What follows belongs to an exercise in optimizing a design on an open flow for small area, a short achievable clock period and few clock cycles; a production flow would make more cautious choices. Where RTL was checked, it was by simulation tests only, not by an equivalence proof against the original. Only the layout flow was run in run 7; the RTL was not checked for function there. No activity file was given, so power comes from the tool's default toggle rates.

$ cat flow/run.sh
#!/bin/bash
# Standard layout, with plain buffers (not delay cells) on the ports.
set -euo pipefail
export BUFFER_PORTS_ARGS="-buffer_cell sky130_fd_sc_hd__buf_2"
bash standard.sh > flow.log 2>&1
$ cat standard.sh
#!/bin/bash
# synth_recipe.tcl (not shown) runs the flow's synth.tcl, then flattens the netlist and writes it again
# the make line also repeats each setting of config.mk as NAME=value (left out here)
make -C /OpenROAD-flow-scripts/flow DESIGN_CONFIG=/design/flow/config.mk WORK_HOME=/design/flow/orfs CLKGATE_MAP_FILE= SYNTH_SCRIPT=/design/flow/synth_recipe.tcl "${@:-finish}"
$ cat config.mk
export PLATFORM = sky130hd
export DESIGN_NAME = tslcf_rx
export DESIGN_NICKNAME = tslcf_rx
export VERILOG_FILES = /design/flow/design.v
export SDC_FILE = /design/flow/constraint.sdc
export NUM_CORES = 4
export LEC_CHECK = 0
export CAP_MARGIN = 20
export CORE_MARGIN = 2
export CORE_UTILIZATION = 65
export CTS_BUF_LIST = sky130_fd_sc_hd__clkbuf_8
export CTS_CLUSTER_SIZE = 25
export PLACE_DENSITY = 0.75
export SETUP_SLACK_MARGIN = 2.2
export SLEW_MARGIN = 20
export TNS_END_PERCENT = 100
$ cat constraint.sdc
create_clock -name core_clock -period 4.0 [get_ports {clk}]
set_input_delay 0.8000 -clock core_clock [delete_from_list [all_inputs] [get_ports {clk}]]
set_output_delay 0.8000 -clock core_clock [all_outputs]
set_load 0.01 [all_outputs]
$ cat design.v
module tslcf_deframer (
    input  wire       clk,
    input  wire       rst,
    input  wire       in_valid,
    output wire       in_ready,
    input  wire [1:0] in_kind,
    input  wire [7:0] in_data,
    output reg        b_valid,    
    output reg        e_valid,    
    output reg        a_valid,    
    output reg        fe_first,   
    output reg  [7:0] op_byte
);
    localparam [1:0] K_DATA  = 2'd0,
                     K_EOS   = 2'd1,
                     K_ABORT = 2'd2;
    localparam [1:0] HUNT0 = 2'd0,   
                     HUNT1 = 2'd1,   
                     BODY0 = 2'd2,   
                     BODY1 = 2'd3;   
    reg  [1:0] state;
    reg        pend_end;    
    reg        rdy;         
    assign in_ready = rdy;
    wire take   = in_valid && !fe_first;
    wire is_esc = (in_data == 8'hFE);
    wire is_stx = (in_data == 8'h02);
    always @(posedge clk) begin
        if (!fe_first)
            op_byte <= in_data;
    end
    wire k_data  = !in_kind[1] && !in_kind[0];
    wire k_eos   = !in_kind[1] &&  in_kind[0];
    wire k_abort =  in_kind[1] && !in_kind[0];
    wire s_hunt1 = (state == HUNT1);
    wire s_body0 = (state == BODY0);
    wire s_body1 = (state == BODY1);
    wire in_body = state[1];
    wire t_data  = take && k_data;
    wire t_stop  = take && (k_eos || k_abort);    
    reg [1:0] state_n;
    always @(*) begin
        state_n = state;
        if (t_stop)
            state_n = HUNT0;
        else if (t_data) begin
            case (state)
                HUNT0: if (is_esc) state_n = HUNT1;
                HUNT1: if (is_stx) state_n = BODY0; else if (!is_esc) state_n = HUNT0;
                BODY0: if (is_esc) state_n = BODY1;
                default: state_n = BODY0;
            endcase
        end
    end
    wire lone_x  = t_data && s_body1 && !is_esc && !is_stx;
    wire lone_e  = take && k_eos && s_body1;
    wire fe_n    = lone_x || lone_e;
    wire pend_n  = fe_n ? lone_e : pend_end;
    wire b_n     = fe_first ? !pend_end
                 : (t_data && ((s_body0 && !is_esc) || (s_body1 && !is_stx))) || lone_e;
    wire e_n     = fe_first ? pend_end
                 : (t_data && s_body1 && is_stx) || (take && k_eos && s_body0);
    wire a_n     = !fe_first && take && k_abort && in_body;
    always @(posedge clk) begin
        pend_end <= pend_n;
        if (rst) begin
            state    <= HUNT0;
            b_valid  <= 1'b0;
            e_valid  <= 1'b0;
            a_valid  <= 1'b0;
            fe_first <= 1'b0;
            rdy      <= 1'b1;
        end else begin
            state    <= state_n;
            b_valid  <= b_n;
            e_valid  <= e_n;
            a_valid  <= a_n;
            fe_first <= fe_n;
            rdy      <= !fe_n;
        end
    end
endmodule
module tslcf_parser (
    input  wire        clk,
    input  wire        rst,
    input  wire        b_valid,
    input  wire        e_valid,
    input  wire        a_valid,
    input  wire        fe_first,
    input  wire [7:0]  op_byte,
    output reg         out_valid,
    output reg  [3:0]  out_tag,
    output reg  [15:0] out_data
);
    localparam [2:0] F_PBC    = 3'd1,
                     F_VERFLG = 3'd2,
                     F_SCREEN = 3'd3,
                     F_INDEX  = 3'd4,
                     F_CW     = 3'd5,
                     F_TLEN   = 3'd6;
    localparam [2:0] S_OK          = 3'd0,
                     S_TOOSHORT    = 3'd1,
                     S_LENMISMATCH = 3'd2,
                     S_TRUNCATED   = 3'd3,
                     S_UNSUPPORTED = 3'd4,
                     S_ABORTED     = 3'd5;
    reg  [2:0]  field;       
    reg         half;        
    reg         text;        
    reg         stop;        
    reg  [15:0] text_nleft;  
    reg  [15:0] len_nleft;   
    reg         len_over;    
    wire [15:0] text_inc, len_inc;
    assign text_inc[0] = !text_nleft[0];
    assign len_inc[0]  = !len_nleft[0];
    genvar gi;
    generate
        for (gi = 1; gi < 16; gi = gi + 1) begin : g_inc
            assign text_inc[gi] = text_nleft[gi] ^ (&text_nleft[gi-1:0]);
            assign len_inc[gi]  = len_nleft[gi]  ^ (&len_nleft[gi-1:0]);
        end
    endgenerate
    wire [7:0]  lo_byte = out_data[7:0];      
    wire [7:0]  byte_in = fe_first ? 8'hFE : op_byte;
    wire [15:0] field16 = {byte_in, lo_byte};
    wire f_pbc  = (field == F_PBC);
    wire f_cw   = (field == F_CW);
    wire f_tlen = (field == F_TLEN);
    wire header = (field == F_PBC) || (field == F_VERFLG) || (field == F_SCREEN);
    wire ev_text = b_valid && text;
    wire ev_lo   = b_valid && !text && !stop && !half;
    wire ev_hi   = b_valid && !text && !stop && half;
    wire ev_end  = e_valid || a_valid;
    reg  [2:0]  status;
    always @(*) begin
        if (a_valid)
            status = S_ABORTED;
        else if (header)
            status = S_TOOSHORT;
        else if (len_over || len_nleft != 16'hFFFF)
            status = S_LENMISMATCH;
        else if (stop)
            status = S_UNSUPPORTED;
        else if (field == F_INDEX && !half && !text)
            status = S_OK;
        else
            status = S_TRUNCATED;
    end
    always @(posedge clk) begin
        if (rst)
            out_valid <= 1'b0;
        else
            out_valid <= ev_text || ev_hi || ev_end;
        out_tag[3]     <= ev_end;
        out_tag[2:0]   <= ev_end ? 3'd0 : ev_hi ? field : 3'd7;
        out_data[15:8] <= ev_hi ? byte_in : 8'd0;
        if (ev_end)
            out_data[7:0] <= {5'd0, status};
        else if (ev_text || ev_lo)
            out_data[7:0] <= byte_in;
    end
    always @(posedge clk) begin
        if (rst || ev_end) begin
            field <= F_PBC;
            half  <= 1'b0;
            text  <= 1'b0;
            stop  <= 1'b0;
        end else if (ev_text) begin
            text <= (text_nleft[15:1] != 15'h7FFF);
        end else if (ev_lo) begin
            half <= 1'b1;
        end else if (ev_hi) begin
            half <= 1'b0;
            case (field)
                F_PBC:    field <= F_VERFLG;
                F_VERFLG: field <= F_SCREEN;
                F_CW: begin
                    field <= F_TLEN;
                    stop  <= byte_in[7];
                end
                F_TLEN: begin
                    field <= F_INDEX;
                    text  <= (field16 != 16'd0);
                end
                F_SCREEN: field <= F_INDEX;
                default:  field <= F_CW;            
            endcase
        end
    end
    always @(posedge clk) begin
        if (ev_text)
            text_nleft <= text_inc;
        else if (ev_hi && f_tlen)
            text_nleft <= ~field16;
    end
    always @(posedge clk) begin
        if (b_valid) begin
            if (ev_hi && f_pbc) begin
                len_nleft <= ~field16;
                len_over  <= 1'b0;
            end else begin
                len_nleft <= len_inc;
                if (len_nleft == 16'hFFFF)
                    len_over <= 1'b1;
            end
        end
    end
endmodule
module tslcf_rx (
    input  wire        clk,
    input  wire        rst,
    input  wire        in_valid,
    output wire        in_ready,
    input  wire [1:0]  in_kind,
    input  wire [7:0]  in_data,
    output wire        out_valid,
    output wire [3:0]  out_tag,
    output wire [15:0] out_data
);
    wire       b_valid;
    wire       e_valid;
    wire       a_valid;
    wire       fe_first;
    wire [7:0] op_byte;
    tslcf_deframer u_deframer (
        .clk      (clk),
        .rst      (rst),
        .in_valid (in_valid),
        .in_ready (in_ready),
        .in_kind  (in_kind),
        .in_data  (in_data),
        .b_valid  (b_valid),
        .e_valid  (e_valid),
        .a_valid  (a_valid),
        .fe_first (fe_first),
        .op_byte  (op_byte)
    );
    tslcf_parser u_parser (
        .clk       (clk),
        .rst       (rst),
        .b_valid   (b_valid),
        .e_valid   (e_valid),
        .a_valid   (a_valid),
        .fe_first  (fe_first),
        .op_byte   (op_byte),
        .out_valid (out_valid),
        .out_tag   (out_tag),
        .out_data  (out_data)
    );
endmodule
==> impl_results.md, run 1 <==
* Minimum clock period at approximately 1800 ps
* CTS Hold Buffers Added at 0
* # IOs at 35
* Slew headroom at about three fifths
* Total vias in the final route at 2,892
* CP max-delay cell: edfxtp_1
* DRT Wirelength at 8753 um
* Longest Clk Path Bufs at 2
* P_sw at 0.0002947 W
* Layout Utilization at 83.60%
* Post-synthesis compound-gate area fraction at 9.207%
* Asr flop ratio synth at 0%
* Placer Congestion at 0.8348
* Peak VDD IR at 0.2709 mV
* Crit path largest cell delay at 450 ps
* Number of synthesized register bits at 76
* Syn nets at 370
* Unrepaired setup endpoints after global routing: true
* Sw Ratio at between 10% and 20%
* Worst hold path type: reg2reg
* Slew at the pin closest to its max-slew limit at slightly above 600 ps
* Via/cell ratio at between 6 and 7
* Top cells by area, synth: edfxtp_1 38%, dfxtp_1 18%, nor2_1 6.5%
* Initial antenna violation count at 0
* Global route overflow at 0
* CP endpoint kind: primary output
* Simple-gate share of the synthesized area at a little over a fifth
* Syn Std Cell Area at between 3000 and 4000 sq um
* Rows at 26
* Detailed Place HPWL at about 5200 um
* Number of global-route vias before repair at 2,707
* Drt drc at 0
* Initial Util at 68.31%
* Dominant synthesized flop cell: edfxtp_1
* Pint at 0.001242 W
* Sink Count at 76
* First-pass GRT wire length at 13,390 um
* Clk network pwr share at 43.6%
* Multiplexer area fraction after synthesis at under 10%
* Area grow syn2layout at 22.38%
* Fin nets at 427
* Top-count cell post-synth: nor2_1
* Tcrit/Tclk final at 44.40%
* Max-cap violations at 0
* Port Buf Inserts at 34
* CP max FO at 2
* Share of cells above drive strength 1 at between 20% and 30%
* Die Wd at 77.73 um
* Routed Antenna Nets at 0
* Clk pin slew, worst setup/hold paths at around 70 ps
* Skew final at between 8 and 9 ps
* Setup TNS at 0 ps
* Total track usage at 29.15%
* Cell family with most CP delay: flip-flops
* CP cell instances: buf_2
* Status: complete, no violations
* Clk Latency, worst-skew pair at 350 ps
* Die Ht at roughly 78 um
* DR pass1 iterations at 7
* Required time worst endpoint at 3200 ps
* Logic gate share of total power at 2.6%
* CP Launch Type: flip-flop
* Netlist cell types at 48
* Post-synth EDFFs at 45
* Syn Inst Count at 346
* Largest net degree at the start of global routing at 36
* Core area at 5172 sq um
* XOR/XNOR Fraction of Synth Area at 5.949%
* Sequential share of power at 53.8%
* Main combinational cell family by area after synthesis: simple AND/OR/NAND/NOR gates
* Initial DRC Count at 399
* Fmax at 563.1 MHz
* Fill count at approximately 290
* Pins over their slew limit at 0
* Die Area at roughly 6000 sq um
* Clock tree root buffer cell: clkbuf_8
* Syn avg cell area at 10.21 sq um
* Share of the synthesized area in the top cell type at approximately two fifths
* Final setup viols at 0
* Critical Path AT at ~1000 ps
* Cell taking the most area after synthesis: edfxtp_1
* Kind of critical path: reg2out
* H-tree depth at 3
* WP buf/inv at 1
* Area share of fa/ha/maj cells after synthesis at a little under 4%
* WL/cell at 18.31 um
* CTS tree: yes
* Leakage power total at 1.737 nW
* Cell Pwr Density at 355.5 nW/um^2
* Cts bufs inserted at 9
* Most frequent cells after synthesis: 61 x nor2_1, 45 x edfxtp_1, 32 x nand2_1, 31 x dfxtp_1, 24 x a21oi_1
* Inserted Diodes at 0
* Synth warn at 2
* Final Hold Vio Count at 0
* Post-synthesis sequential area ratio at 55.81%
## stage by stage
step / instance area (sq um) / cells / hold slack [ps] / total power (W) / worst slack [ps]
floorplan: 3583 / 346 / 466.6 / 0.0008616 / 2024
global placement: 3765 / 436 / 512.6 / 0.0008783 / 1557
detailed placement: 3765 / 436 / 529.6 / 0.0008785 / 1457
CTS: 4141 / 463 / 545.3 / 0.001529 / 2200
global route: 4324 / 478 / 570.0 / 0.001575 / 2055
finish: 4324 / 478 / 537.3 / 0.001537 / 2224
## cell usage in the layout, fill, tap and decap left out, drive strengths merged, types with 8 or more instances in the layout
master and instances:
a21oi 24, and3 9, buf 59, clkbuf 12, dfxtp 31, edfxtp 45
ha 11, inv 10, nand2 33, nand3 9, nand4 8, nor2 61
o21ai 20, xnor2 9, xor2 15
## path summary, 6_finish.rpt
| check | start | end | slack, ps | cells past startpoint |
|---|---|---|---|---|
| hold / removal | u_deframer.state[1] | u_deframer.state[1] | 540 | 1 |
| setup / recovery | u_parser.out_data[0] | out_data[0] | 2220 | 1 |
| hold reg to reg | u_deframer.state[1] | u_deframer.state[1] | 540 | 1 |
| setup reg to reg | u_parser.text | u_parser.text | 2240 | 5 |
## layout make-up
cell class	count	area [sq um]	area share, %
sequential	76	1983	45.86
multi-input combinational	246	1562	36.11
timing repair buffer	59	405.4	9.375
clock buffer	12	165.2	3.819
tap	70	87.58	2.025
clock inverter	4	70.07	1.620
inverter	11	51.30	1.186
## repair_timing
item	4_1_cts	5_1_grt
buffers inserted	10	15
setup endpoints to repair	62	53
pin swaps	6	5
resized for setup	8	21
cloned	1	0
## routing by layer
metal | vias to the layer above | part of all wire, % | global-route usage [%] | routed length [um]
met4 | 0 | 2.6 | 14.64 | 224
met3 | 22 | 7.2 | 4.419 | 630
li1 | 1346 | - | - | -
met1 | 1372 | 40 | 38.64 | 3533
met2 | 152 | 50 | 46.81 | 4364
met5 | - | 0 | 0 | 0
## flip-flops by register name, indices dropped and copies added, names as in the netlist, 2 cells and up
| register | count |
|---|---|
| u_parser.len_nleft | 16 |
| u_deframer.state | 2 |
| u_parser.out_data | 16 |
| u_parser.text_nleft | 16 |
| u_deframer.op_byte | 8 |
| u_parser.field | 3 |
| u_parser.out_tag | 4 |
## cells by family after synthesis
family	Yosys count
buffers and inverters	25
XOR/XNOR	24
AO/OA/AOI/OAI	58
multiplexers	4
adder cells (fa/ha/maj)	11
flip-flops	76
AND/OR/NAND/NOR	148
## power groups by stage
| stage | sequential (W) | combinational, W | clock [W] |
|---|---|---|---|
| after floorplan | 0.000845 | 0.0000169 | 0 |
| after global placement | 0.000845 | 0.0000332 | 0 |
| after detailed placement | 0.000845 | 0.0000332 | 0 |
| after CTS | 0.000828 | 0.0000336 | 0.000668 |
| after global routing | 0.000828 | 0.0000434 | 0.000704 |
| final | 0.000828 | 0.0000393 | 0.000670 |
Testbench counts, summed over its fixed seeds: cycles 14,627.
==> run 2: changes to the inputs <==
--- a/config.mk
+++ b/config.mk
@@ -8,8 +8,6 @@
 export CAP_MARGIN = 20
 export CORE_MARGIN = 2
 export CORE_UTILIZATION = 65
-export CTS_BUF_LIST = sky130_fd_sc_hd__clkbuf_8
-export CTS_CLUSTER_SIZE = 25
 export PLACE_DENSITY = 0.75
 export SETUP_SLACK_MARGIN = 2.2
 export SLEW_MARGIN = 20
==> run 2 against run 1 <==
Register-to-register slack is essentially flat. Combinational power grew 1%. Cell area shrank 0.49%.
==> impl_results.md, run 2 <==
* Clk pin slew, worst setup/hold paths at 80 ps
* Syn Std Cell Area at 3533 sq um
* Synth warn at 2
* Reg2Reg Capture Point: u_parser.len_nleft[8]
* Status: complete, no violations
* Die Area at 6042 sq um
* Post-synth EDFFs at 45
* DR pass1 iterations at 5
* Clock tree root buffer cell: clkbuf_8
* Cts bufs inserted at 9
* First-pass GRT wire length at ~13,000 um
* Peak VDD IR at 0.2690 mV
* Hold path startpoint: u_deframer.state[1]
* Fill count at 291
* Slew headroom at roughly three fifths
* Area grow syn2layout at 21.78%
* Max-cap violations at 0
* WP buf/inv at 1
* CP endpoint kind: primary output
* Die Ht at 77.73 um
* Asr flop ratio synth at 0%
* Largest regs: u_parser.len_nleft x16, u_parser.out_data x16, u_parser.text_nleft x16
* CP Launch Point: u_parser.out_data[0]
* Inserted Diodes at 0
* Area of the multi-input gates at 1562 sq um
* Longest Clk Path Bufs at 2
* Worst hold path type: reg2reg
* Skew final at 7.479 ps
* Minimum clock period at 1778 ps
* Syn nets at 370
* Worst reg2reg startpoint: u_parser.text
* Share of cells above drive strength 1 at 24.88%
* Inst Count DP at approximately 440
* Post-synthesis compound-gate area fraction at 9.207%
* WL/cell at about 18 um
* Crit. path cell count at 1
* Top-count cell post-synth: nor2_1
* Routed Antenna Nets at 0
* Global route overflow at 0
* Initial DRC Count at just over 400
* Commonest non-fill, non-tap cells in the layout: 60 x nor2_1, 45 x edfxtp_1, 31 x nand2_1, 31 x buf_2, 25 x dfxtp_1
* Cells on worst reg2reg path at 5
* H-tree depth at 3
* Area share of fa/ha/maj cells after synthesis at approximately 3.9%
* Final Hold Vio Count at 0
* Number of global-route vias before repair at 2,708
* Required time worst endpoint at 3200 ps
* Via/cell ratio at 5.987
* Pins over their slew limit at 0
* Setup TNS at 0 ps
* Final setup viols at 0
* Port Buf Inserts at 34
* Total track usage at between 20 and 30%
* Sequential Area at 1982 sq um
* CP max-delay cell: edfxtp_1
* Number of synthesized register bits at 76
* Non-Filler Instances at 476
* Leakage power total at 1.724 nW
* Syn Inst Count at 346
* Fmax at 562.4 MHz
* Most frequent cells after synthesis: 61 x nor2_1, 45 x edfxtp_1, 32 x nand2_1, 31 x dfxtp_1, 24 x a21oi_1
* Simple-gate share of the synthesized area at about a fifth
* CP cell instances: buf_2
* Detailed Place HPWL at 5234 um
* # IOs at 35
* Unrepaired setup endpoints after global routing: true
* Tcrit/Tclk final at 44.45%
* Post-synthesis sequential area ratio at 55.81%
* Fin nets at 425
* R2R Setup Slk at about 2300 ps
* Cell Pwr Density at approximately 350 nW/um^2
* Total vias in the final route at 2,850
* Main combinational cell family by area after synthesis: simple AND/OR/NAND/NOR gates
* Slew at the pin closest to its max-slew limit at 611.1 ps
* Core area at 5172 sq um
* Cell family with most CP delay: flip-flops
* Top cells by area, synth: edfxtp_1 38%, dfxtp_1 18%, nor2_1 6.5%
* Drt drc at 0
* Netlist cell types at 48
* Initial Util at 68.31%
* Commonest non-fill, non-tap cell in the layout: nor2_1
* Kind of critical path: reg2out
* Initial antenna violation count at 0
* Syn avg cell area at 10.21 sq um
* CP max FO at 2
* Largest net degree at the start of global routing at 36
* Layout Utilization at approximately 83%
* Placer Congestion at 0.8348
* Dominant synthesized flop cell: edfxtp_1
* XOR/XNOR Fraction of Synth Area at 5.949%
* CTS tree: yes
* Share of the synthesized area in the top cell type at 38.24%
* Multiplexer area fraction after synthesis at 1.133%
* DRT Wirelength at slightly below 9000 um
* Die Wd at 77.73 um
* Cell taking the most area after synthesis: edfxtp_1
* CP Launch Type: flip-flop
* Sink Count at 76
* Clk Latency, worst-skew pair at 350 ps
* Crit path largest cell delay at 450 ps
* Critical Path AT at around 980 ps
* Critical Path Sink: out_data[0]
* Rows at 26
-- run 2: changes by cell type in the layout (fill, tap and decap cells not counted) --
cell,before,now
clkbuf_16,0,1
dfxtp_2,6,5
bufinv_16,2,1
buf_4,23,21
dfxtp_1,24,25
-- run 2: what timing repair did --
action	CTS	global route
resized for setup	8	20
hold buffers	0	0
pin swaps	6	4
setup buffers	10	13
hold endpoints to repair	0	0
gates cloned	1	0
setup endpoints to repair	62	47
-- run 2: cell type report --
class                      instances  area share (%)
sequential                        76           46.06
multi-input combinational        246           36.29
timing repair buffer              57           9.072
clock buffer                      13           4.420
tap                               70           2.035
inverter                          11           1.192
clock inverter                     3          0.9305
-- run 2: kinds of logic (layout without fill, tap and decap cells) --
logic type / after synthesis / in the layout
AOI/OAI and AO/OA: 58 / 58
adders and majority gates: 11 / 11
and+or+nand+nor: 148 / 149
xor gates and xnor gates: 24 / 24
buffers and inverters: 25 / 84
DFF: 76 / 76
muxes: 4 / 4
-- run 2: through the flow --
stage / cell area, sq um / hold slack (ps) / power [W] / setup WS [ps]
after CTS: 4136 / 545.3 / 0.001504 / 2200
after global routing: 4303 / 570.0 / 0.001550 / 2043
after detailed placement: 3765 / 529.6 / 0.0008785 / 1457
after global placement: 3765 / 512.6 / 0.0008783 / 1557
after floorplan: 3583 / 466.6 / 0.0008616 / 2024
final: 4303 / 537.1 / 0.001512 / 2222
-- run 2: report_power, final --
part           leakage [nW]  internal (W)  switching, W
clock network         0.121      0.000375      0.000270
registers             0.641      0.000825    0.00000231
logic                 0.962     0.0000166     0.0000230
total                  1.72       0.00122      0.000295
-- run 2: per-layer routing --
layer  share of wire, %  GRT usage [%]
met3                7.1          4.651
met5                  0              0
met4                2.3          14.64
met1                 41          38.56
met2                 50          46.55
-- run 2: how the worst min path moves through the flow --
stage / to / slack (ps) / cells past startpoint
detailed placement: u_deframer.state[1] / 530 / 1
CTS: u_deframer.state[1] / 550 / 1
finish: u_deframer.state[1] / 540 / 1
floorplan: u_parser.out_data[13] / 470 / 2
global route: u_deframer.state[1] / 570 / 1
global placement: u_deframer.state[1] / 510 / 1
==> run 3: changes to the inputs <==
--- a/design.v
+++ b/design.v
@@ -55,14 +55,13 @@
     wire lone_x  = t_data && s_body1 && !is_esc && !is_stx;
     wire lone_e  = take && k_eos && s_body1;
     wire fe_n    = lone_x || lone_e;
-    wire pend_n  = fe_n ? lone_e : pend_end;
     wire b_n     = fe_first ? !pend_end
                  : (t_data && ((s_body0 && !is_esc) || (s_body1 && !is_stx))) || lone_e;
     wire e_n     = fe_first ? pend_end
                  : (t_data && s_body1 && is_stx) || (take && k_eos && s_body0);
     wire a_n     = !fe_first && take && k_abort && in_body;
     always @(posedge clk) begin
-        pend_end <= pend_n;
+        pend_end <= lone_e;    
         if (rst) begin
             state    <= HUNT0;
             b_valid  <= 1'b0;
@@ -148,10 +147,7 @@
             status = S_TRUNCATED;
     end
     always @(posedge clk) begin
-        if (rst)
-            out_valid <= 1'b0;
-        else
-            out_valid <= ev_text || ev_hi || ev_end;
+        out_valid      <= ev_text || ev_hi || ev_end;
         out_tag[3]     <= ev_end;
         out_tag[2:0]   <= ev_end ? 3'd0 : ev_hi ? field : 3'd7;
         out_data[15:8] <= ev_hi ? byte_in : 8'd0;
==> run 3 against run 2 <==
Still clean on timing, DRC and antenna. Setup slack lost 66 ps. Die area fell by 0.68%. Clock skew up 2.2 ps. Sequential share of layout area rose by 0.94 points. Critical path depth grew 5. Global-route usage shrank 3.1 points. Critical path type is now in2reg. Largest cell class unchanged.
==> impl_results.md, run 3 <==
* Status: complete, no violations
* Rows at 26
* Syn avg cell area at between 10 and 15 sq um
* WHS at 566.8 ps
* Crit path largest cell delay at 530 ps
* # IOs at 35
* Asr flop ratio synth at 0%
* Worst hold path type: reg2reg
* First-pass GRT wire length at 12,030 um
* Tcrit/Tclk final at 46.10%
* Share of cells above drive strength 1 at 22.06%
* Setup TNS at 0 ps
* Syn Std Cell Area at between 3000 and 4000 sq um
* WL/cell at 16.82 um
* Share of the synthesized area in the top cell type at 37.66%
* CP cell instances: buf_6 -> or4_4 -> nor4_4 -> nand2b_1 -> o21ai_1 -> nor2b_1
* CP max FO at 3
* CP Launch Type: input port
* Post-synth EDFFs at 44
* Fin nets at 418
* Cts bufs inserted at 9
* Largest regs: u_parser.len_nleft x16, u_parser.out_data x16, u_parser.text_nleft x16
* Die Ht at 77.47 um
* Synth warn at 2
* Die Area at between 6000 and 7000 sq um
* Die Wd at 77.47 um
* Syn Inst Count at 347
* CTS tree: yes
* Max-cap violations at 0
* Number of global-route vias before repair at roughly 2,500
* Minimum clock period at ~1800 ps
* Final setup viols at 0
* Leakage power total at 1.674 nW
* R2R Setup Slk at 2250 ps
* CTS Hold Buffers Added at 0
* WP buf/inv at 1
* Netlist cell types at 44
* Most frequent cells after synthesis: 64 x nor2_1, 44 x edfxtp_1, 32 x dfxtp_1, 30 x nand2_1, 25 x a21oi_1
* XOR/XNOR Fraction of Synth Area at roughly 6.2%
* H-tree depth at 3
* Simple-gate share of the synthesized area at a little over a fifth
* Detailed Place HPWL at 4993 um
* Area share of fa/ha/maj cells after synthesis at slightly below 4%
* Non-Filler Instances at 469
* Top cells by area, synth: edfxtp_1 38%, dfxtp_1 18%, nor2_1 6.8%
* Port Buf Inserts at 34
* Initial Util at between 60% and 70%
* Min-Delay Endpoint: u_parser.out_data[13]
* Skew final at 9.637 ps
* Cell taking the most area after synthesis: edfxtp_1
* Global route overflow at 0
* Clk pin slew, worst setup/hold paths at ~80 ps
* Required time worst endpoint at 4230 ps
* Total track usage at 26.03%
* Initial DRC Count at 287
* Top-count cell post-synth: nor2_1
* Total vias in the final route at 2,755
* CP endpoint kind: flip-flop
* Layout Utilization at around 80%
* Clock tree root buffer cell: clkbuf_8
* Inst Count DP at 437
* DR pass1 iterations at 5
* Inserted Diodes at 0
* Longest Clk Path Bufs at 2
* Reg2Reg Capture Point: u_parser.text_nleft[13]
* Hold path startpoint: u_deframer.op_byte[5]
* Clk Latency, worst-skew pair at 340 ps
* CP max-delay cell: or4_4
* Critical Path AT at 2080 ps
* DRT Wirelength at ~7900 um
* Main combinational cell family by area after synthesis: simple AND/OR/NAND/NOR gates
* Dominant synthesized flop cell: edfxtp_1
* Cell family with most CP delay: simple AND/OR/NAND/NOR gates
* Number of synthesized register bits at 76
* Fill count at 329
* Largest net degree at the start of global routing at 35
* Core area at 5172 sq um
* Worst reg2reg startpoint: u_parser.text_nleft[1]
* Post-synthesis sequential area ratio at roughly 56%
* Routed Antenna Nets at 0
* Kind of critical path: in2reg
* Pins over their slew limit at 0
* Cell Pwr Density at 360.1 nW/um^2
* Slew headroom at between 50% and 60%
* Commonest non-fill, non-tap cell in the layout: nor2_1
* Post-synthesis compound-gate area fraction at 8.880%
* Final Hold Vio Count at 0
* Sink Count at 76
* Drt drc at 0
* Cells on worst reg2reg path at 6
* Multiplexer area fraction after synthesis at 1.141%
* Commonest non-fill, non-tap cells in the layout: 61 x nor2_1, 44 x edfxtp_1, 32 x buf_2
* Via/cell ratio at between 5 and 6
* Peak VDD IR at 0.2769 mV
* Initial antenna violation count at 0
* Unrepaired setup endpoints after global routing: true
* Placer Congestion at 0.8032
* Syn nets at 371
* Fmax at 542.3 MHz
* Area grow syn2layout at 19.37%
* Slew at the pin closest to its max-slew limit at a little under 700 ps
* Hold path depth at 2
-- run 3: cell types whose count changed after synthesis, moves of 4 or more --
| cell | change |
|---|---|
| nor2b_1 | +4 |
| a31oi_1 | -6 |
| o21ai_0 | +7 |
| and3_1 | -5 |
| o21ai_1 | -4 |
-- run 3: where the power goes --
group          internal [W]  total (W)  switching, W
clock network      0.000368   0.000639      0.000270
registers          0.000825   0.000829    0.00000399
logic             0.0000151  0.0000400     0.0000249
total               0.00121    0.00151      0.000299
-- run 3: layout make-up --
class / instances / area, sq um / area share [%]
multi-input combinational: 249 / 1563 / 37.32
timing repair buffer: 50 / 321.6 / 7.679
inverter: 8 / 30.03 / 0.7171
clock inverter: 4 / 72.57 / 1.733
tap: 70 / 87.58 / 2.091
sequential: 76 / 1968 / 47.00
clock buffer: 12 / 145.1 / 3.466
-- run 3: metrics by stage --
stage          power (W)  setup WS [ps]  cell area [sq um]
6_report        0.001508           2156               4188
3_3_place_gp   0.0008825           1754               3720
3_5_place_dp   0.0008837           1633               3720
2_1_floorplan  0.0008653           1944               3516
4_1_cts         0.001504           2109               4018
5_1_grt         0.001543           2079               4188
-- run 3: tightest hold or removal path, stage by stage (launching register included) --
cell and delay [ps]:
edfxtp_1 320, nor2_1 110, nor2_1 100
-- run 3: logic make-up (layout without fill, tap and decap cells) --
group                      count (synthesis)  count (layout)
xor gates and xnor gates                  25              25
adders and majority gates                 11              11
buffers and inverters                     23              74
muxes                                      4               4
DFF                                       76              76
AOI/OAI and AO/OA                         56              56
and+or+nand+nor                          152             153
-- run 3: routing by layer --
layer / track usage, % / part of all wire, % / vias up
li1: - / - / 1321
met2: 42.43 / 50 / 113
met1: 34.09 / 42 / 1301
met5: 0 / 0 / -
met4: 10.89 / 2.2 / 0
met3: 5.349 / 5.6 / 20
-- run 3: repair_timing --
action / 4_1_cts / 5_1_grt
gates resized for setup: 8 / 19
endpoints found under the setup margin: 58 / 46
hold endpoints to repair: 0 / 0
cloned: 1 / 0
setup buffers: 6 / 9
pin swaps: 2 / 12
-- run 3: worst max-delay path by stage --
| stage | from | cells after the start | end |
|---|---|---|---|
| after global routing | in_data[3] | 6 | u_deframer.fe_first |
| after global placement | in_valid | 5 | u_deframer.b_valid |
| final | in_data[3] | 6 | u_deframer.fe_first |
| after detailed placement | u_deframer.b_valid | 4 | u_parser.len_over |
| after CTS | in_data[3] | 6 | u_deframer.fe_first |
| after floorplan | in_data[3] | 5 | u_deframer.fe_first |
Testbench counts of run 3, summed over its fixed seeds: cycles 14,627.
==> run 4: changes to the inputs <==
==> flow/run.sh (replaced) <==
#!/bin/bash
# Standard layout, with plain buffers (not delay cells) on the ports.
set -euo pipefail
export BUFFER_PORTS_ARGS="-buffer_cell sky130_fd_sc_hd__buf_1"
bash standard.sh > flow.log 2>&1
--- a/config.mk
+++ b/config.mk
@@ -8,6 +8,9 @@
 export CAP_MARGIN = 20
 export CORE_MARGIN = 2
 export CORE_UTILIZATION = 65
+export CTS_BUF_LIST = sky130_fd_sc_hd__clkbuf_8
+export CTS_CLUSTER_DIAMETER = 200
+export CTS_CLUSTER_SIZE = 50
 export PLACE_DENSITY = 0.75
 export SETUP_SLACK_MARGIN = 2.2
 export SLEW_MARGIN = 20
==> run 4 against run 3 <==
Still clean on timing, DRC and antenna. Setup slack better by 1.9 ps. Non-clock buffer count down 5. Clock-buffer cell count down 1. Cell count down 1.3%. Combinational power down 5.8%. Wire length down 4.9%. Synthesized cell count unchanged. Die area unchanged. Critical endpoint unchanged. Highest routed layer unchanged.
==> impl_results.md, run 4 <==
* Cell family with most CP delay: simple AND/OR/NAND/NOR gates
* Peak VDD IR at 0.3752 mV
* Status: complete, no violations
* CP max-delay cell: or4_4
* Initial Util at 67.83%
* Core area at 5172 sq um
* Area share of fa/ha/maj cells after synthesis at 3.923%
* Critical Path AT at roughly 2100 ps
* Routed Antenna Nets at 0
* Fin nets at between 400 and 500
* Commonest non-fill, non-tap cells in the layout: 60 x nor2_1, 44 x edfxtp_1, 32 x buf_1
* CTS Hold Buffers Added at 0
* Cell Pwr Density at 354.5 nW/um^2
* Unrepaired setup endpoints after global routing: true
* CP Launch Type: input port
* CP cell instances: buf_6 -> or4_4 -> nor4_4 -> nand2b_4 -> o21ai_2 -> nor2b_1
* Syn avg cell area at between 10 and 15 sq um
* Number of synthesized register bits at 76
* Setup TNS at 0 ps
* Syn Std Cell Area at roughly 3500 sq um
* Detailed Place HPWL at approximately 5000 um
* XOR/XNOR Fraction of Synth Area at between 6 and 7%
* Via/cell ratio at 5.620
* Largest net degree at the start of global routing at 35
* R2R Setup Slk at 2240 ps
* Cts bufs inserted at 9
* Netlist cell types at 44
* Share of cells above drive strength 1 at about an eighth
* Initial DRC Count at 259
* Asr flop ratio synth at 0%
* Syn nets at around 370
* Worst hold path type: reg2reg
* Area grow syn2layout at 15.55%
* Sw Ratio at 19.70%
* Fmax at ~540 MHz
* Clk Latency, worst-skew pair at 330 ps
* Max-cap violations at 0
* Leakage power total at 1.546 nW
* CP endpoint kind: flip-flop
* Multiplexer area fraction after synthesis at 1.141%
* P_sw at around 0.00028 W
* Layout Utilization at 78.37%
* Inst Count DP at between 400 and 500
* # IOs at 35
* Crit path largest cell delay at 530 ps
* Port Buf Inserts at 34
* Commonest non-fill, non-tap cell in the layout: nor2_1
* Cells on worst reg2reg path at 6
* Placer Congestion at a little under 0.8
* Total vias in the final route at 2,602
* H-tree depth at 3
* Hold path depth at 2
* Cell taking the most area after synthesis: edfxtp_1
* WL/cell at 16.21 um
* Global route overflow at 0
* Slew at the pin closest to its max-slew limit at between 600 and 700 ps
* Clk pin slew, worst setup/hold paths at 70 ps
* Dominant synthesized flop cell: edfxtp_1
* DRT Wirelength at 7506 um
* Number of global-route vias before repair at 2,487
* Syn Inst Count at 347
* Non-Filler Instances at approximately 460
* Initial antenna violation count at 0
* DR pass1 iterations at 4
* Share of the synthesized area in the top cell type at 37.66%
* Post-synthesis sequential area ratio at 55.92%
* Final setup viols at 0
* Required time worst endpoint at 4210 ps
* Longest Clk Path Bufs at 2
* Most frequent cells after synthesis: 64 x nor2_1, 44 x edfxtp_1, 32 x dfxtp_1, 30 x nand2_1, 25 x a21oi_1
* Top cells by area, synth: edfxtp_1 38%, dfxtp_1 18%, nor2_1 6.8%
* Drt drc at 0
* Die Ht at 77.47 um
* Kind of critical path: in2reg
* Main combinational cell family by area after synthesis: simple AND/OR/NAND/NOR gates
* Skew final at 14.53 ps
* Fill count at ~350
* Final Hold Vio Count at 0
* WP buf/inv at 1
* Crit. path cell count at 6
* Simple-gate share of the synthesized area at between 20% and 30%
* Die Wd at 77.47 um
* Rows at 26
* Minimum clock period at approximately 1800 ps
* Sequential share of power at roughly 58%
* Inserted Diodes at 0
* Pint at 0.001154 W
* Top-count cell post-synth: nor2_1
* Synth warn at 2
* First-pass GRT wire length at 12,140 um
* CTS tree: yes
* Post-synthesis compound-gate area fraction at 8.880%
* Die Area at 6001 sq um
* Total track usage at 26.12%
* Post-synth EDFFs at 44
* Clock tree root buffer cell: clkbuf_8
* Clk network pwr share at 39.6%
* Slew headroom at 57.62%
* Tcrit/Tclk final at 46.05%
* Largest regs: u_parser.len_nleft x16, u_parser.out_data x16, u_parser.text_nleft x16
* WHS at 543.2 ps
* Pins over their slew limit at 0
* CP max FO at 4
* Sink Count at 76
* Logic gate share of total power at 2.6%
-- run 4: cell counts after synthesis --
No cell type changed its count.
-- run 4: repair_timing --
item | 4_1_cts | 5_1_grt
resized for setup | 14 | 14
buffers inserted | 4 | 6
pin swaps | 4 | 4
endpoints found under the setup margin | 60 | 41
hold endpoints to repair | 0 | 0
-- run 4: tightest hold or removal path, cell delays in order, from the launching register on --
cell and delay (ps):
dfxtp_1 350, nand2_1 70, a221oi_1 60
-- run 4: path summary, 6_finish.rpt --
check                                 end                   start
setup reg to reg  u_parser.text_nleft[13]  u_parser.text_nleft[0]
setup / recovery      u_deframer.fe_first              in_data[7]
hold reg to reg       u_deframer.state[0]     u_deframer.state[0]
hold / removal        u_deframer.state[0]     u_deframer.state[0]
-- run 4: cell families after synthesis --
kind of cell,count (synthesis)
buffers and inverters,23
xor gates and xnor gates,25
adders and majority gates,11
muxes,4
DFF,76
and+or+nand+nor,152
AOI/OAI and AO/OA,56
-- run 4: power by group through the flow --
stage                     combinational (W)  clock (W)  sequential, W
final                             0.0000377   0.000570       0.000830
after global routing              0.0000414   0.000610       0.000830
after CTS                         0.0000363   0.000573       0.000830
after detailed placement          0.0000345          0       0.000847
after global placement            0.0000340          0       0.000847
after floorplan                   0.0000192          0       0.000846
-- run 4: layer usage --
layer | wire length, um | part of all wire [%] | track usage [%]
met5 | 0 | 0 | 0
met4 | 120 | 1.6 | 10.36
met3 | 398 | 5.3 | 4.535
met2 | 3619 | 48 | 41.30
met1 | 3368 | 45 | 36.08
-- run 4: cell type report --
type	instances	area (sq um)	area share (%)
Clock inverter	5	46.29	1.142
Tap cell	70	87.58	2.160
Multi-Input combinational cell	248	1539	37.96
Sequential cell	76	1968	48.55
Inverter	8	30.03	0.7407
Timing Repair Buffer	45	231.5	5.710
Clock buffer	11	151.4	3.735
-- run 4: metrics by stage --
stage	area, sq um	total power, W	setup WS, ps
after floorplan	3516	0.0008653	1944
after global placement	3677	0.0008809	1659
after detailed placement	3677	0.0008816	1546
after CTS	3968	0.001439	2189
after global routing	4054	0.001482	2100
final	4054	0.001437	2158
==> run 5: changes to the inputs <==
==> flow/run.sh (replaced) <==
#!/bin/bash
# Standard layout with two changes:
#  - synthesis maps the logic with ABC's own script for the delay target
#    (ABC_CLOCK_PERIOD_IN_PS) and without extracting half/full adders; the
#    registers, their names and cells are those of the standard synthesis;
#  - the ports get plain buffers instead of delay cells.
set -euo pipefail
work=$(pwd)
cat > "$work/my_synth.tcl" <<EOT
proc abc {args} {
  set out {}
  set skip 0
  foreach a \$args {
    if {\$skip} { set skip 0; continue }
    if {\$a eq "-script"} { set skip 1; continue }
    lappend out \$a
  }
  yosys abc {*}\$out
}
proc extract_fa {args} {}
source $work/synth_recipe.tcl
EOT
sed "s#SYNTH_SCRIPT=[^ ]*#SYNTH_SCRIPT=$work/my_synth.tcl#" standard.sh > my_standard.sh
grep -q "SYNTH_SCRIPT=$work/my_synth.tcl" my_standard.sh
export BUFFER_PORTS_ARGS="-buffer_cell sky130_fd_sc_hd__buf_1"
bash my_standard.sh > flow.log 2>&1
--- a/config.mk
+++ b/config.mk
@@ -5,6 +5,7 @@
 export SDC_FILE = /design/flow/constraint.sdc
 export NUM_CORES = 4
 export LEC_CHECK = 0
+export ABC_CLOCK_PERIOD_IN_PS = 1200
 export CAP_MARGIN = 20
 export CORE_MARGIN = 2
 export CORE_UTILIZATION = 65
==> run 5 against run 4 <==
Highest routed layer unchanged. Area after synthesis is 3.9% lower. Synthesized cell count is 3.7% lower. Non-clock buffer count is 41 higher. Utilization is 8.4 points higher. Cell count is 6.7% higher. Clock-buffer cell count stayed put. Critical path depth is 1 higher. Register-to-register slack worse by 210 ps. Still clean. Via count is 16% higher. Global-route usage is 2.6 points higher. Clock skew is 3.7 ps lower.
==> impl_results.md, run 5 <==
* Slew at the pin closest to its max-slew limit at 755.1 ps
* Cell taking the most area after synthesis: edfxtp_1
* Total vias in the final route at 3,019
* Initial Util at roughly 67%
* Cts bufs inserted at 9
* Asr flop ratio synth at 0%
* Longest Clk Path Bufs at 2
* Placed cell area at 3606 sq um
* Crit path largest cell delay at between 300 and 400 ps
* Cell family with most CP delay: simple AND/OR/NAND/NOR gates
* Slew headroom at 49.32%
* Kind of critical path: reg2reg
* Syn nets at about 350
* Synth warn at 2
* Hold path depth at 2
* Worst hold path type: reg2reg
* Min-Delay Endpoint: u_parser.stop
* Largest regs: u_parser.len_nleft x16, u_parser.out_data x16, u_parser.text_nleft x16
* Sink Count at 76
* Largest net degree at the start of global routing at 24
* Inserted Diodes at 0
* Die Ht at 76.01 um
* Reg2Reg Capture Point: u_parser.out_data[0]
* Core area at 5042 sq um
* CTS tree: yes
* Worst path most repeated cell: and4_4
* Clock tree root buffer cell: clkbuf_8
* Share of cells above drive strength 1 at ~28%
* CP cell instances: and4_4 -> and4_4 -> and4_4 -> and4_4 -> nand4_4 -> nor3b_2 -> a2bb2oi_2
* Final Hold Vio Count at 0
* Area grow syn2layout at 29.73%
* R2R Setup Slk at 2030 ps
* WL/cell at 18.43 um
* Clk Latency, worst-skew pair at 350 ps
* Share of the synthesized area in the top cell type at 39.20%
* Number of global-route vias before repair at 2,734
* Worst reg2reg startpoint: u_parser.len_nleft[1]
* Status: complete, no violations
* Initial antenna violation count at 0
* Commonest non-fill, non-tap cell in the layout: nor2_1
* Area of the multi-input gates at 1476 sq um
* H-tree depth at 3
* Cells on worst reg2reg path at 7
* Fin nets at 432
* Total track usage at 28.72%
* Die Area at ~5800 sq um
* DRT Wirelength at slightly above 9000 um
* Critical Path AT at 2180 ps
* Most frequent cells after synthesis: 59 x nor2_1, 44 x edfxtp_1, 32 x dfxtp_1, 30 x nand2_1, 26 x o21ai_0
* Drt drc at 0
* Routed Antenna Nets at 0
* Setup TNS at 0 ps
* CP max-delay cell: edfxtp_1
* Dominant synthesized flop cell: edfxtp_1
* Peak VDD IR at 0.3894 mV
* # IOs at 35
* Tcrit/Tclk final at between 40% and 50%
* DR pass1 iterations at 6
* Max-cap violations at 0
* Tot Pwr at 0.001553 W
* Placer Congestion at 0.8210
* Number of synthesized register bits at 76
* Final instance area at 4373 sq um
* WP buf/inv at 0
* Syn Inst Count at 334
* Final setup viols at 0
* Top cells by area, synth: edfxtp_1 39%, dfxtp_1 19%, nor2_1 6.6%
* CP Launch Type: flip-flop
* Netlist cell types at 40
* Cell Pwr Density at 355.2 nW/um^2
* Top-count cell post-synth: nor2_1
* Skew final at 10.78 ps
* Syn avg cell area at 10.09 sq um
* CTS Hold Buffers Added at 0
* Clk pin slew, worst setup/hold paths at 80 ps
* Fill count at between 200 and 250
* Post-synthesis sequential area ratio at around three fifths
* Commonest non-fill, non-tap cells in the layout: 52 x nor2_1, 44 x buf_4, 44 x edfxtp_1
* CP endpoint kind: flip-flop
* Post-synth EDFFs at 44
* Rows at 26
* Required time worst endpoint at 4210 ps
* Sequential Area at 1971 sq um
* Syn Std Cell Area at roughly 3400 sq um
* Minimum clock period at 1972 ps
* Detailed Place HPWL at 5033 um
* Via/cell ratio at 6.111
* Global route overflow at 0
* First-pass GRT wire length at 13,070 um
* Pins over their slew limit at 0
* Port Buf Inserts at 34
* Hold path startpoint: u_parser.stop
* Initial DRC Count at 362
* Unrepaired setup endpoints after global routing: true
* Leakage power total at 1.622 nW
* Fmax at between 500 and 600 MHz
* Die Wd at ~76 um
* Crit. path cell count at 7
* CP max FO at 4
-- run 5: area by class of cell --
class,instances,area share (%)
inverters,7,0.7725
repair buffers,86,13.19
clock buffers,11,3.462
flip-flops and latches,76,45.06
well taps,70,2.003
clock inverters,5,1.745
multi-input cells,239,33.76
-- run 5: through the flow --
stage                     hold WS [ps]  util [%]  cells  setup WS [ps]
after CTS                        548.2     80.72    465           2072
after global placement           529.5     71.51    428           1689
after global routing             559.2     86.72    494           1976
after floorplan                  470.6         -    334           1846
final                            537.4     86.72    494           2028
after detailed placement         529.0     71.51    428           1652
-- run 5: worst max-delay path by stage --
stage                                 from                 endpoint  slack, ps
floorplan                       in_data[4]      u_deframer.state[0]       1850
global placement                in_data[4]      u_deframer.state[0]       1690
detailed placement              in_data[4]      u_deframer.state[0]       1650
CTS                 u_parser.text_nleft[0]  u_parser.text_nleft[14]       2070
global route         u_parser.len_nleft[1]   u_parser.len_nleft[14]       1980
finish               u_parser.len_nleft[1]     u_parser.out_data[0]       2030
-- run 5: power breakdown --
| group | switching (W) | total, W | leakage, nW | internal, W |
|---|---|---|---|---|
| Combinational | 0.0000293 | 0.0000463 | 0.836 | 0.0000170 |
| Sequential | 0.00000927 | 0.000839 | 0.669 | 0.000829 |
| Clock | 0.000286 | 0.000668 | 0.117 | 0.000382 |
-- run 5: logic make-up (layout without fill, tap and decap cells) --
group	after synthesis	in the layout	synth area share [%]
AO/OA/AOI/OAI	73	73	13.25
buffers and inverters	19	109	2.116
XOR/XNOR	12	12	3.118
flip-flops	76	76	58.20
AND/OR/NAND/NOR	151	151	22.42
multiplexers	3	3	0.8909
-- run 5: timing repair --
action                     4_1_cts  5_1_grt
gates resized for setup         25       21
pin swaps                       17       14
setup endpoints to repair       60       31
gates cloned                     1        1
setup buffers                   20       28
-- run 5: per-layer routing --
metal / global-route usage (%) / vias up / part of all wire, %
met3: 4.858 / 18 / 5.6
li1: - / 1387 / -
met2: 48.30 / 120 / 52
met4: 12.00 / 0 / 2.0
met1: 37.22 / 1494 / 40
met5: 0 / - / 0
-- run 5: tightest hold or removal path, delay by kind of cell (launching register included) --
family          cells  cell delay [ps]
compound gates      1               50
flops               1              370
simple gates        1               80
==> run 6: changes to the inputs <==
--- a/config.mk
+++ b/config.mk
@@ -5,7 +5,7 @@
 export SDC_FILE = /design/flow/constraint.sdc
 export NUM_CORES = 4
 export LEC_CHECK = 0
-export ABC_CLOCK_PERIOD_IN_PS = 1200
+export ABC_CLOCK_PERIOD_IN_PS = 1800
 export CAP_MARGIN = 20
 export CORE_MARGIN = 2
 export CORE_UTILIZATION = 65
==> run 6 against run 5 <==
Area after synthesis down 1.3%. Cell count shrank 0.61%. Critical path depth unchanged. Largest cell class unchanged. First-iteration DRC count fell by 6.9%. Cell area shrank 2.3%. Setup slack lost 110 ps. Via count up 1.2%. Sequential share of layout area increased by 1.1 points. Global-route usage grew 2.6 points. Combinational power increased by 0.9%. Sequential power barely moved. Clock-buffer cell count unchanged.
==> impl_results.md, run 6 <==
* Initial Util at roughly two thirds
* Largest net degree at the start of global routing at 25
* Routed Antenna Nets at 0
* Multiplexer area fraction after synthesis at 0.9029%
* Port Buf Inserts at 34
* Post-synthesis compound-gate area fraction at 13.09%
* DR pass1 iterations at 5
* CP Launch Type: flip-flop
* Post-synthesis sequential area ratio at 58.99%
* Syn Inst Count at 334
* Number of synthesized register bits at 76
* Slew headroom at 55.50%
* # IOs at 35
* Top cells by area, synth: edfxtp_1 40%, dfxtp_1 19%, nor2_1 6.7%
* Drt drc at 0
* Via/cell ratio at 6.222
* Placement Setup Slack at 1289 ps
* Total vias in the final route at slightly above 3,000
* Most frequent cells after synthesis: 59 x nor2_1, 44 x edfxtp_1, 32 x dfxtp_1, 30 x nand2_1, 26 x o21ai_0
* Status: complete, no violations
* Fmax at 479.3 MHz
* CP max FO at 4
* Cts bufs inserted at 9
* Peak VDD IR at 0.2984 mV
* CTS tree: yes
* Slew at the pin closest to its max-slew limit at 665.0 ps
* Final Hold Vio Count at 0
* Cell Pwr Density at 329.0 nW/um^2
* Global route overflow at 0
* Die Area at 5705 sq um
* Worst path most repeated cell: and4_4
* Leakage power total at about 1.6 nW
* DRT Wirelength at 9266 um
* Total track usage at 31.37%
* First-pass GRT wire length at 12,880 um
* Pins over their slew limit at 0
* Max-cap violations at 0
* Placer Congestion at 0.8383
* Cell taking the most area after synthesis: edfxtp_1
* Commonest non-fill, non-tap cell in the layout: nor2_1
* Hold path startpoint: u_parser.out_data[6]
* Die Ht at 75.53 um
* Crit path largest cell delay at 390 ps
* Die Wd at 75.53 um
* Longest Clk Path Bufs at 2
* Inserted Diodes at 0
* Reg2Reg Capture Point: u_parser.out_data[1]
* Initial DRC Count at between 300 and 400
* Share of cells above drive strength 1 at 26.13%
* Unrepaired setup endpoints after global routing: true
* Share of the synthesized area in the top cell type at 39.73%
* Netlist cell types at 34
* Worst reg2reg startpoint: u_parser.len_nleft[0]
* Commonest non-fill, non-tap cells in the layout: 52 x nor2_1, 44 x edfxtp_1, 42 x buf_4
* Detailed Place HPWL at 4979 um
* Required time worst endpoint at 4090 ps
* Simple-gate share of the synthesized area at 21.71%
* Minimum clock period at 2086 ps
* Core area at 5010 sq um
* Critical Path AT at 2170 ps
* CP max-delay cell: edfxtp_1
* CP endpoint kind: flip-flop
* Post-synth EDFFs at 44
* Final setup viols at 0
* CP Launch Point: u_parser.len_nleft[0]
* Sink Count at between 70 and 80
* H-tree depth at 3
* Skew final at around 10 ps
* Syn avg cell area at about 10 sq um
* Dominant synthesized flop cell: edfxtp_1
* Cells on worst reg2reg path at 7
* Main combinational cell family by area after synthesis: simple AND/OR/NAND/NOR gates
* WL/cell at ~19 um
* Fin nets at 429
* Kind of critical path: reg2reg
* Setup TNS at 0 ps
* XOR/XNOR Fraction of Synth Area at around 3.2%
* Synth warn at 2
* Worst hold path type: reg2reg
* Critical Path Sink: u_parser.out_data[1]
* Initial antenna violation count at 0
* CTS Hold Buffers Added at 0
* Asr flop ratio synth at 0%
* Final worst-path setup slack at 1914 ps
* Syn Std Cell Area at 3326 sq um
* Area grow syn2layout at 28.48%
* Top-count cell post-synth: nor2_1
* Number of global-route vias before repair at 2,605
* Largest regs: u_parser.len_nleft x16, u_parser.out_data x16, u_parser.text_nleft x16
* Clock tree root buffer cell: clkbuf_8
* Clk pin slew, worst setup/hold paths at 80 ps
* Area share of fa/ha/maj cells after synthesis at 0%
* R2R Setup Slk at 1910 ps
* Clk Latency, worst-skew pair at 350 ps
* Rows at 26
* CP cell instances: and4_4 -> and4_4 -> and4_4 -> and4_4 -> nand4_1 -> nor3_1 -> o22ai_1
* Syn nets at around 350
* Tcrit/Tclk final at 52.16%
==> run 6: worst min path at each step <==
| stage | to | slack, ps | cells after the start |
|---|---|---|---|
| global placement | u_parser.stop | 500 | 2 |
| detailed placement | u_parser.half | 530 | 2 |
| CTS | u_parser.out_data[5] | 550 | 2 |
| floorplan | u_parser.out_data[9] | 470 | 2 |
| global route | u_parser.out_data[6] | 580 | 2 |
| finish | u_parser.out_data[6] | 550 | 2 |
==> run 6: logic make-up (layout without fill, tap and decap cells) <==
logic type,after synthesis,after routing
xor+xnor,12,12
compound gates,73,73
flops,76,76
simple gates,151,152
mux,3,3
buf+inv,19,105
==> run 6: final cells by class <==
| type | instances | area [sq um] |
|---|---|---|
| fillers | 289 | 737.0 |
| inverters | 7 | 33.78 |
| repair buffers | 82 | 536.8 |
| well taps | 70 | 87.58 |
| flip-flops and latches | 76 | 1971 |
| multi-input cells | 240 | 1471 |
| clock inverters | 5 | 21.27 |
| clock buffers | 11 | 151.4 |
==> run 6: critical path, delay by kind of cell (launching register included) <==
kind / cells / cell delay [ps]
AND/OR/NAND/NOR: 6 / 1330
AO/OA/AOI/OAI: 1 / 80
flip-flops: 1 / 390
==> run 6: through the flow <==
step                total power (W)  instance area [sq um]  hold WS [ps]  instances  util, %
floorplan                 0.0008750                   3379         470.6        334        -
global placement          0.0008951                   3545         504.0        426    70.75
detailed placement        0.0008962                   3545         531.4        426    70.75
CTS                        0.001403                   4033         553.0        472    80.49
global route               0.001441                   4273         584.1        491    85.29
finish                     0.001406                   4273         552.4        491    85.29
==> run 6: layer usage <==
layer / part of all wire [%] / wire length (um) / vias to the layer above / GRT usage [%]
met5: 0 / 0 / - / 0
met1: 39 / 3634 / 1480 / 41.17
li1: - / - / 1380 / -
met2: 50 / 4672 / 171 / 48.70
met4: 2.5 / 231 / 0 / 15.20
met3: 7.8 / 727 / 24 / 8.201
==> run 6: what timing repair did <==
action                                  in CTS  in global routing
gates cloned                                 1                  0
pin swaps                                   22                 13
endpoints found under the setup margin      62                 54
gates resized for setup                     28                 29
setup buffers                               29                 19
==> run 6: where the power goes <==
| group | switching, W | internal, W | leakage [nW] |
|---|---|---|---|
| Combinational | 0.0000291 | 0.0000176 | 0.821 |
| Clock | 0.000270 | 0.000251 | 0.103 |
| Sequential | 0.00000893 | 0.000830 | 0.668 |
==> run 7: changes to the inputs <==
--- a/design.v
+++ b/design.v
@@ -55,13 +55,14 @@
     wire lone_x  = t_data && s_body1 && !is_esc && !is_stx;
     wire lone_e  = take && k_eos && s_body1;
     wire fe_n    = lone_x || lone_e;
+    wire pend_n  = fe_n ? lone_e : pend_end;
     wire b_n     = fe_first ? !pend_end
                  : (t_data && ((s_body0 && !is_esc) || (s_body1 && !is_stx))) || lone_e;
     wire e_n     = fe_first ? pend_end
                  : (t_data && s_body1 && is_stx) || (take && k_eos && s_body0);
     wire a_n     = !fe_first && take && k_abort && in_body;
     always @(posedge clk) begin
-        pend_end <= lone_e;    
+        pend_end <= pend_n;
         if (rst) begin
             state    <= HUNT0;
             b_valid  <= 1'b0;
@@ -107,24 +108,22 @@
     reg         half;        
     reg         text;        
     reg         stop;        
-    reg  [15:0] text_nleft;  
-    reg  [15:0] len_nleft;   
+    reg  [15:0] text_left;
+    reg  [15:0] len_left;    
     reg         len_over;    
-    wire [15:0] text_inc, len_inc;
-    assign text_inc[0] = !text_nleft[0];
-    assign len_inc[0]  = !len_nleft[0];
+    wire [7:0]  byte_in = fe_first ? 8'hFE : op_byte;
+    wire [7:0]  lo_byte = text_left[7:0];
+    wire [15:0] text_dec, len_dec;
+    assign text_dec[0] = !text_left[0];
+    assign len_dec[0]  = !len_left[0];
     genvar gi;
     generate
-        for (gi = 1; gi < 16; gi = gi + 1) begin : g_inc
-            assign text_inc[gi] = text_nleft[gi] ^ (&text_nleft[gi-1:0]);
-            assign len_inc[gi]  = len_nleft[gi]  ^ (&len_nleft[gi-1:0]);
+        for (gi = 1; gi < 16; gi = gi + 1) begin : g_dec
+            assign text_dec[gi] = text_left[gi] ^ !(|text_left[gi-1:0]);
+            assign len_dec[gi]  = len_left[gi]  ^ !(|len_left[gi-1:0]);
         end
     endgenerate
-    wire [7:0]  lo_byte = out_data[7:0];      
-    wire [7:0]  byte_in = fe_first ? 8'hFE : op_byte;
-    wire [15:0] field16 = {byte_in, lo_byte};
     wire f_pbc  = (field == F_PBC);
-    wire f_cw   = (field == F_CW);
     wire f_tlen = (field == F_TLEN);
     wire header = (field == F_PBC) || (field == F_VERFLG) || (field == F_SCREEN);
     wire ev_text = b_valid && text;
@@ -137,7 +136,7 @@
             status = S_ABORTED;
         else if (header)
             status = S_TOOSHORT;
-        else if (len_over || len_nleft != 16'hFFFF)
+        else if (len_over || len_left != 16'd0)
             status = S_LENMISMATCH;
         else if (stop)
             status = S_UNSUPPORTED;
@@ -147,14 +146,14 @@
             status = S_TRUNCATED;
     end
     always @(posedge clk) begin
-        out_valid      <= ev_text || ev_hi || ev_end;
+        if (rst)
+            out_valid <= 1'b0;
+        else
+            out_valid <= ev_text || ev_hi || ev_end;
         out_tag[3]     <= ev_end;
         out_tag[2:0]   <= ev_end ? 3'd0 : ev_hi ? field : 3'd7;
         out_data[15:8] <= ev_hi ? byte_in : 8'd0;
-        if (ev_end)
-            out_data[7:0] <= {5'd0, status};
-        else if (ev_text || ev_lo)
-            out_data[7:0] <= byte_in;
+        out_data[7:0]  <= ev_end ? {5'd0, status} : ev_hi ? lo_byte : byte_in;
     end
     always @(posedge clk) begin
         if (rst || ev_end) begin
@@ -163,7 +162,7 @@
             text  <= 1'b0;
             stop  <= 1'b0;
         end else if (ev_text) begin
-            text <= (text_nleft[15:1] != 15'h7FFF);
+            text <= (text_left[15:1] != 15'd0);
         end else if (ev_lo) begin
             half <= 1'b1;
         end else if (ev_hi) begin
@@ -171,33 +170,37 @@
             case (field)
                 F_PBC:    field <= F_VERFLG;
                 F_VERFLG: field <= F_SCREEN;
+                F_SCREEN: field <= F_INDEX;
+                F_INDEX:  field <= F_CW;
                 F_CW: begin
                     field <= F_TLEN;
                     stop  <= byte_in[7];
                 end
-                F_TLEN: begin
+                default: begin    
                     field <= F_INDEX;
-                    text  <= (field16 != 16'd0);
+                    text  <= (byte_in != 8'd0) || (lo_byte != 8'd0);
                 end
-                F_SCREEN: field <= F_INDEX;
-                default:  field <= F_CW;            
             endcase
         end
     end
     always @(posedge clk) begin
         if (ev_text)
-            text_nleft <= text_inc;
+            text_left <= text_dec;
+        else if (ev_lo)
+            text_left[7:0] <= byte_in;
         else if (ev_hi && f_tlen)
-            text_nleft <= ~field16;
+            text_left[15:8] <= byte_in;
     end
     always @(posedge clk) begin
         if (b_valid) begin
-            if (ev_hi && f_pbc) begin
-                len_nleft <= ~field16;
-                len_over  <= 1'b0;
+            if (f_pbc && !half) begin
+                len_left[7:0] <= byte_in;
+            end else if (f_pbc) begin
+                len_left[15:8] <= byte_in;
+                len_over       <= 1'b0;
             end else begin
-                len_nleft <= len_inc;
-                if (len_nleft == 16'hFFFF)
+                len_left <= len_dec;
+                if (len_left == 16'd0)
                     len_over <= 1'b1;
             end
         end
==> flow/run.sh (replaced) <==
#!/bin/bash
# Standard layout, with plain buffers (not delay cells) on the ports.
set -euo pipefail
export BUFFER_PORTS_ARGS="-buffer_cell sky130_fd_sc_hd__buf_2"
bash standard.sh > flow.log 2>&1
==> config.mk (replaced) <==
export PLATFORM = sky130hd
export DESIGN_NAME = tslcf_rx
export DESIGN_NICKNAME = tslcf_rx
export VERILOG_FILES = /design/flow/design.v
export SDC_FILE = /design/flow/constraint.sdc
export NUM_CORES = 4
export LEC_CHECK = 0
export CAP_MARGIN = 20
export CORE_MARGIN = 2
export CORE_UTILIZATION = 65
export PLACE_DENSITY = 0.75
export SETUP_SLACK_MARGIN = 2.2
export SLEW_MARGIN = 20
export TNS_END_PERCENT = 100
==> run 7 against run 6 <==
Critical path depth decreased by 2. Global-route usage down 3.5 points. Area after synthesis grew 7.4%. Wire length decreased by 9.6%. Sequential cell count did not move. Largest power group unchanged. Critical path type unchanged. Utilization is 1.8 points lower. Critical endpoint is now u_parser.len_over.
==> impl_results.md, run 7 <==
* Initial Util at 68.61%
* Longest Clk Path Bufs at 2
* Area grow syn2layout at 21.76%
* Sequential share of power at 58.3%
* Sink Count at between 70 and 80
* Minimum clock period at 2098 ps
* Pins over their slew limit at 0
* Cell taking the most area after synthesis: edfxtp_1
* P_sw at 0.0003239 W
* Post-synth EDFFs at 42
* Clk pin slew, worst setup/hold paths at roughly 70 ps
* Slew at the pin closest to its max-slew limit at 567.4 ps
* Share of cells above drive strength 1 at approximately 28%
* Synth warn at 2
* Die Wd at 78.12 um
* Cell family with most CP delay: simple AND/OR/NAND/NOR gates
* CTS tree: yes
* Initial antenna violation count at 0
* Inserted Diodes at 0
* Detailed Place HPWL at 5223 um
* Syn nets at 373
* Rows at 26
* Simple-gate share of the synthesized area at between 10% and 20%
* Number of synthesized register bits at 76
* Post-synthesis compound-gate area fraction at 12.44%
* Leakage power total at 1.725 nW
* Cts bufs inserted at 9
* Top cells by area, synth: edfxtp_1 35%, dfxtp_1 19%, nor2_1 5.5%
* Slew headroom at between 60% and 70%
* Port Buf Inserts at 34
* Syn Std Cell Area at 3571 sq um
* Largest net degree at the start of global routing at 32
* Main combinational cell family by area after synthesis: simple AND/OR/NAND/NOR gates
* Clk network pwr share at 37.8%
* Peak VDD IR at ~0.24 mV
* CP max FO at 3
* Total vias in the final route at 2,847
* Setup TNS at 0 ps
* Cell Pwr Density at roughly 330 nW/um^2
* Initial DRC Count at around 270
* XOR/XNOR Fraction of Synth Area at 4.905%
* Inst Count DP at 436
* Worst hold path type: reg2reg
* Fin nets at 423
* Routed Antenna Nets at 0
* Commonest non-fill, non-tap cell in the layout: nor2_1
* Fmax at 476.6 MHz
* Die Area at 6103 sq um
* CP Launch Type: flip-flop
* Status: complete, no violations
* Skew final at 9.009 ps
* Crit path largest cell delay at approximately 550 ps
* Largest regs: u_parser.len_left x16, u_parser.out_data x16, u_parser.text_left x16
* R2R Setup Slk at approximately 1900 ps
* DR pass1 iterations at 5
* Final setup viols at 0
* Logic gate share of total power at 3.9%
* Most frequent cells after synthesis: 52 x nor2_1, 42 x edfxtp_1, 34 x dfxtp_1, 27 x a21oi_1, 21 x nor3_1
* Required time worst endpoint at 4060 ps
* # IOs at 35
* Final worst-path setup slack at 1902 ps
* Tcrit/Tclk final at 52.45%
* Netlist cell types at 50
* H-tree depth at 3
* CTS Hold Buffers Added at 0
* CP endpoint kind: flip-flop
* Syn avg cell area at a little over 10 sq um
* First-pass GRT wire length at between 10,000 and 15,000 um
* Max-cap violations at 0
* Post-synthesis sequential area ratio at 54.38%
* Clock tree root buffer cell: clkbuf_8
* Share of the synthesized area in the top cell type at between 30% and 40%
* DRT Wirelength at around 8400 um
* Clk Latency, worst-skew pair at 350 ps
* WL/cell at 17.67 um
* Asr flop ratio synth at 0%
* Total track usage at approximately 28%
* Unrepaired setup endpoints after global routing: true
* CP max-delay cell: or4_4
* Number of global-route vias before repair at 2,700
* Placement Setup Slack at about 1300 ps
* Critical Path AT at 2160 ps
* Via/cell ratio at 6.006
* Final Hold Vio Count at 0
* Dominant synthesized flop cell: edfxtp_1
* Core area at approximately 5200 sq um
* Multiplexer area fraction after synthesis at 1.121%
* Global route overflow at 0
* Top-count cell post-synth: nor2_1
* Commonest non-fill, non-tap cells in the layout: 50 x nor2_1, 42 x edfxtp_1, 32 x buf_2, 32 x dfxtp_1, 27 x a21oi_1
* Syn Inst Count at 349
* Pint at 0.001113 W
* Area share of fa/ha/maj cells after synthesis at 3.854%
* Drt drc at 0
* WP buf/inv at 0
* Sw Ratio at between 20% and 30%
* Die Ht at 78.12 um
* Kind of critical path: reg2reg
* CP cell instances: or4_4 -> or3_4 -> nor3_2 -> mux2i_1 -> nor2b_1
* Non-Filler Instances at ~470
* Placer Congestion at 0.9667
run 7: cell count changes in the layout (fill, tap and decap cells not counted), moves of 8 or more:
cell     previous run  this run
buf_2               1        32
a21oi_1            17        27
buf_1              32         0
xnor2_1             7        15
buf_4              42        19
ha_1                0         9
nand2_1            26        11
nor3_1              7        15
run 7: stage by stage:
step | area (sq um) | power, W | hold WS [ps] | utilization [%]
2_1_floorplan | 3611 | 0.0008802 | 443.6 | -
3_3_place_gp | 3795 | 0.0009029 | 515.6 | 72.91
3_5_place_dp | 3795 | 0.0009048 | 519.0 | 72.91
4_1_cts | 4198 | 0.001431 | 531.7 | 80.65
5_1_grt | 4348 | 0.001478 | 568.0 | 83.53
6_report | 4348 | 0.001437 | 538.1 | 83.53
run 7: cell families after synthesis:
kind of cell | Yosys count
and+or+nand+nor | 130
AOI/OAI and AO/OA | 74
muxes | 4
DFF | 76
xor gates and xnor gates | 20
buffers and inverters | 34
adders and majority gates | 11
run 7: worst paths after layout:
| kind | from | end | cells past startpoint |
|---|---|---|---|
| hold reg to reg | u_parser.text | u_parser.text | 2 |
| setup / recovery | u_parser.len_left[11] | u_parser.len_over | 5 |
| setup reg to reg | u_parser.len_left[11] | u_parser.len_over | 5 |
| hold / removal | u_parser.text | u_parser.text | 2 |
run 7: area by class of cell:
class,instances,area [sq um]
timing repair buffer,56,376.6
clock buffer,10,148.9
tap,70,87.58
clock inverter,6,33.78
fill,291,857.1
sequential,76,1944
multi-input combinational,240,1693
inverter,16,63.81
run 7: routing by layer:
layer | global-route usage [%] | vias to the layer above | part of all wire (%)
li1 | - | 1353 | -
met1 | 38.86 | 1339 | 43
met2 | 43.79 | 131 | 47
met3 | 4.138 | 24 | 6.6
met4 | 12.28 | 0 | 2.6
met5 | 0 | - | 0
run 7: tightest hold or removal path: cells and delay by family, from the launching register on:
| kind | cells | cell delay (ps) |
|---|---|---|
| simple gates | 1 | 80 |
| compound gates | 1 | 50 |
| flops | 1 | 370 |
run 7: power by group through the flow:
| stage | clock network [W] | registers, W | logic, W |
|---|---|---|---|
| after floorplan | 0 | 0.000854 | 0.0000264 |
| after global placement | 0 | 0.000855 | 0.0000478 |
| after detailed placement | 0 | 0.000855 | 0.0000499 |
| after CTS | 0.000544 | 0.000837 | 0.0000503 |
| after global routing | 0.000580 | 0.000838 | 0.0000613 |
| final | 0.000544 | 0.000837 | 0.0000555 |
run 7: repair_timing:
item                                    CTS  global route
hold endpoints to repair                  0             0
resized for setup                        18            23
cloned                                    1             0
pin swaps                                 8             8
endpoints found under the setup margin   46            57
buffers inserted                         16             5

[what the ideal ports hide]
Ports are ideal in the flow. The routed layouts listed here were re-timed in OpenROAD. Step 1, drivers: a clkbuf_16 drives clk and a buf_2 each remaining input, both assumed. Step 2 times the ports against the registers' clock, not the clock port: input delays grow and output delays shrink by t, the midpoint of the rising clock arrivals with the driver on. a / b / c = ideal ports / drivers / drivers and shift; a / b = the first two.
run	t, ns	slack for setup (ns)
run 1	0.374	2.224 / 2.192 / 1.855
run 2	0.371	2.222 / 2.193 / 1.856
run 3	0.362	2.156 / 2.154 / 1.792
run 4	0.351	2.158 / 2.153 / 1.802
run 5	0.374	2.028 / 2.028 / 1.713
run 6	0.375	1.914 / 1.914 / 1.750
run 7	0.374	1.902 / 1.902 / 1.792
After both steps setup and hold are still met in every run listed.
